Context: an optimization exercise on an open-source flow, tuned for small area, a short achievable clock period and few clock cycles. The choices shown serve that exercise and are no tape-out recipe. Function was checked by simulation only, so behaviour that the tests miss may differ from the original. Power figures rest on the tool's default switching activity, not on a simulated workload.

==> flow/design.v <==
module nope_enc37 (
    input  wire          clk,
    input  wire          rst,
    input  wire          start,
    input  wire [1023:0] value,
    output reg           ready,
    output reg           sym_valid,
    output reg  [5:0]    sym,
    output reg           sym_last
);
    localparam integer K  = 2;                   
    localparam integer N  = (1024 + K - 1) / K;  
    localparam integer W  = N * K;               
    localparam integer D  = 197;                 
    localparam integer NH = (D + 15) / 16;       
    reg  [W-1:0] inreg;     
    reg          busy;      
    reg  [8:0]   cnt;       
    wire         cnt_last = (cnt == N - 1);
    reg          shift_r;   
    wire         accept   = start & ready & ~rst;
    always @(posedge clk) begin
        if (shift_r)
            inreg <= {inreg[W-K-1:0], {K{1'b0}}};
        else
            inreg <= {{(W-1024){1'b0}}, value};
    end
    reg        clear_r, clear_r2;  
    reg        em_active;          
    reg [7:0]  e;                  
    reg [NH-1:0] ph;               
    reg [15:0]   pl;
    reg        busy_n, em_n;
    reg [8:0]  cnt_n;
    reg [7:0]  e_n;
    always @* begin
        busy_n = busy;
        cnt_n  = cnt;
        if (accept) begin
            busy_n = 1'b1;
            cnt_n  = 9'd0;
        end else if (busy) begin
            cnt_n = cnt + 9'd1;
            if (cnt_last)
                busy_n = 1'b0;
        end
        em_n = em_active;
        e_n  = e;
        if (busy & cnt_last) begin
            em_n = 1'b1;
            e_n  = 8'd0;
        end else if (em_active) begin
            e_n = e + 8'd1;
            if (e == D - 1)
                em_n = 1'b0;
        end
        if (rst) begin
            busy_n = 1'b0;
            em_n   = 1'b0;
        end
    end
    wire clear_n = rst | clear_r;
    integer gh;
    always @(posedge clk) begin
        busy      <= busy_n;
        cnt       <= cnt_n;
        em_active <= em_n;
        e         <= e_n;
        ready     <= ~busy_n | (cnt_n == N - 1);
        shift_r   <= busy_n & (cnt_n != N - 1);
        clear_r   <= rst;
        clear_r2  <= clear_r;
        for (gh = 0; gh < NH; gh = gh + 1)
            ph[gh] <= clear_n | (em_n & (e_n[7:4] == gh));
        for (gh = 0; gh < 16; gh = gh + 1)
            pl[gh] <= clear_n | (e_n[3:0] == gh);
    end
    wire [K-1:0] chunk [0:D];    
    wire [5:0]   rsel  [0:D];    
    assign chunk[0] = busy ? inreg[W-1 -: K] : {K{1'b0}};
    genvar gi;
    generate
        for (gi = 0; gi < D; gi = gi + 1) begin : g_st
            reg  [5:0]   rem;
            reg  [K-1:0] q;
            wire         sel = ph[gi / 16] & pl[gi % 16];
            reg  [5:0]   x;
            reg  [5:0]   u;
            reg  [5:0]   cy;
            reg  [K-1:0] qn;
            integer j;
            always @* begin
                x = rem;
                for (j = K - 1; j >= 0; j = j - 1) begin
                    qn[j] = x[5] | (x[4] & (x[3] | x[2] | (x[1] & (x[0] | chunk[gi][j]))));
                    u     = {x[4:0], chunk[gi][j]};
                    cy[1] = u[0];
                    cy[2] = u[1] | cy[1];
                    cy[3] = u[2] & cy[2];
                    cy[4] = u[3] | cy[3];
                    cy[5] = u[4] | cy[4];
                    x[0]  = u[0] ^ qn[j];
                    x[1]  = u[1] ^ (qn[j] & ~cy[1]);
                    x[2]  = u[2] ^ (qn[j] & cy[2]);
                    x[3]  = u[3] ^ (qn[j] & ~cy[3]);
                    x[4]  = u[4] ^ (qn[j] & ~cy[4]);
                    x[5]  = u[5] ^ (qn[j] & cy[5]);
                end
            end
            always @(posedge clk) begin
                if (sel) begin
                    rem <= {{(6-K){1'b0}}, chunk[gi]};
                    q   <= {K{1'b0}};
                end else begin
                    rem <= x;
                    q   <= qn;
                end
            end
            assign chunk[gi + 1] = q;
            assign rsel[gi]      = {6{sel}} & rem;
        end
    endgenerate
    reg  [5:0] rg [0:NH-1];
    reg        p1_valid, p1_first, p1_lastdig;
    integer gg, gl;
    reg [5:0] acc;
    always @(posedge clk) begin
        for (gg = 0; gg < NH; gg = gg + 1) begin
            acc = 6'd0;
            for (gl = 0; gl < 16; gl = gl + 1)
                if (gg * 16 + gl < D)
                    acc = acc | rsel[gg * 16 + gl];
            rg[gg] <= acc;
        end
    end
    reg [5:0] rall;
    always @* begin
        rall = 6'd0;
        for (gg = 0; gg < NH; gg = gg + 1)
            rall = rall | rg[gg];
    end
    reg        s_first, s_lastdig, cs_pending;
    reg  [6:0] csum;
    wire       cs_ge   = (csum >= 7'd37);
    wire [6:0] cs_low  = cs_ge ? (csum - 7'd37) : csum;    
    wire [6:0] cs_next = cs_low + {1'b0, sym};              
    always @(posedge clk) begin
        if (rst) begin
            p1_valid   <= 1'b0;
            sym_valid  <= 1'b0;
            sym_last   <= 1'b0;
            s_lastdig  <= 1'b0;
            cs_pending <= 1'b0;
        end else begin
            p1_valid   <= em_active;
            sym_valid  <= p1_valid | cs_pending;
            sym_last   <= cs_pending;
            s_lastdig  <= p1_valid & p1_lastdig;
            cs_pending <= sym_valid & s_lastdig;
        end
        p1_first   <= (e == 8'd0);
        p1_lastdig <= (e == D - 1);
        s_first    <= p1_first;
        sym        <= cs_pending ? cs_low[5:0] : rall;
        if (s_first)
            csum <= {1'b0, sym};
        else
            csum <= cs_next;
    end
endmodule
Settings: LEC_CHECK=0, ABC_AREA=1, CAP_MARGIN=20, CORE_MARGIN=2, CORE_UTILIZATION=65, CTS_CLUSTER_DIAMETER=50, CTS_CLUSTER_SIZE=24, SETUP_SLACK_MARGIN=2.4, SLEW_MARGIN=20; clock period 5.0 ns.
run.sh (not shown) runs the stock make flow with config.mk's settings and CLKGATE_MAP_FILE= SYNTH_SCRIPT=/design/flow/synth_recipe.tcl, a recipe that flattens the netlist after the stock synthesis.
Testbench counts at the start, summed over its fixed seeds: cycles 11,044.
Edit:
--- a/flow/design.v
+++ b/flow/design.v
@@ -12,19 +12,26 @@
     localparam integer N  = (1024 + K - 1) / K;  
     localparam integer W  = N * K;               
     localparam integer D  = 197;                 
     localparam integer NH = (D + 15) / 16;       
-    reg  [W-1:0] inreg;     
+    reg  [W-1:0] inreg;
+    wire [W-1:0] pol;       
+    genvar pi;
+    generate
+        for (pi = 0; pi < W; pi = pi + 1) begin : g_pol
+            assign pol[pi] = (pi / K) % 2;
+        end
+    endgenerate
     reg          busy;      
     reg  [8:0]   cnt;       
     wire         cnt_last = (cnt == N - 1);
     reg          shift_r;   
     wire         accept   = start & ready & ~rst;
     always @(posedge clk) begin
         if (shift_r)
-            inreg <= {inreg[W-K-1:0], {K{1'b0}}};
+            inreg <= ~{inreg[W-K-1:0], {K{1'b1}}};
         else
-            inreg <= {{(W-1024){1'b0}}, value};
+            inreg <= {{(W-1024){1'b0}}, value} ^ pol;
     end
     reg        clear_r, clear_r2;  
     reg        em_active;          
     reg [7:0]  e;                  
@@ -76,9 +83,9 @@
             pl[gh] <= clear_n | (e_n[3:0] == gh);
     end
     wire [K-1:0] chunk [0:D];    
     wire [5:0]   rsel  [0:D];    
-    assign chunk[0] = busy ? inreg[W-1 -: K] : {K{1'b0}};
+    assign chunk[0] = busy ? (inreg[W-1 -: K] ^ pol[W-1 -: K]) : {K{1'b0}};
     genvar gi;
     generate
         for (gi = 0; gi < D; gi = gi + 1) begin : g_st
             reg  [5:0]   rem;
Effect: The changed run completed with no timing, DRC or antenna violations; global-route usage increases by 1.2 points; design area drops by 2.8%; critical path depth increases by 3; routed wire length went up by 1.3%; cell count goes up by 0.37%; sequential power barely changes; count of clock-buffer cells in the layout falls by 53; setup slack degrades by 48 ps; total power is lower by 2.9%.
Testbench counts after the change, summed over its fixed seeds: cycles 11,044.

[port drivers added, routing unchanged]
The flow's constraints put no driver on any port. The routed layouts listed below were extracted and timed again, unchanged, in two steps. Step 1: set_driving_cell puts a clkbuf_16 on clk and a buf_2 on each other input, an assumption about the parent block. Step 2 adds t to the input delays and takes it off the output delays; t is the mean of the earliest and latest rising clock arrival at the registers after step 1. Input paths then give back, and output paths get back, about the clock's delay inside the block. Three values: ideal ports, drivers, drivers and shift; two values: the first two.
| run | shift t [ns] | slack for setup (ns) | hold WS [ns] | worst register clock-pin slew, ns | cell pins on the clock port's net |
|---|---|---|---|---|---|
| the first run | 1.020 | 2.428 / 2.325 / 2.050 | 0.359 / 0.359 / 0.359 | 0.09 / 0.09 | 1 |
| the second run | 0.956 | 2.379 / 2.321 / 1.905 | 0.331 / 0.331 / 0.331 | 0.09 / 0.09 | 1 |
After both steps setup and hold are still met in every run listed. For the second run, which loses most, drivers alone change the setup slack by -0.058 ns; drivers and shift together by -0.474 ns.
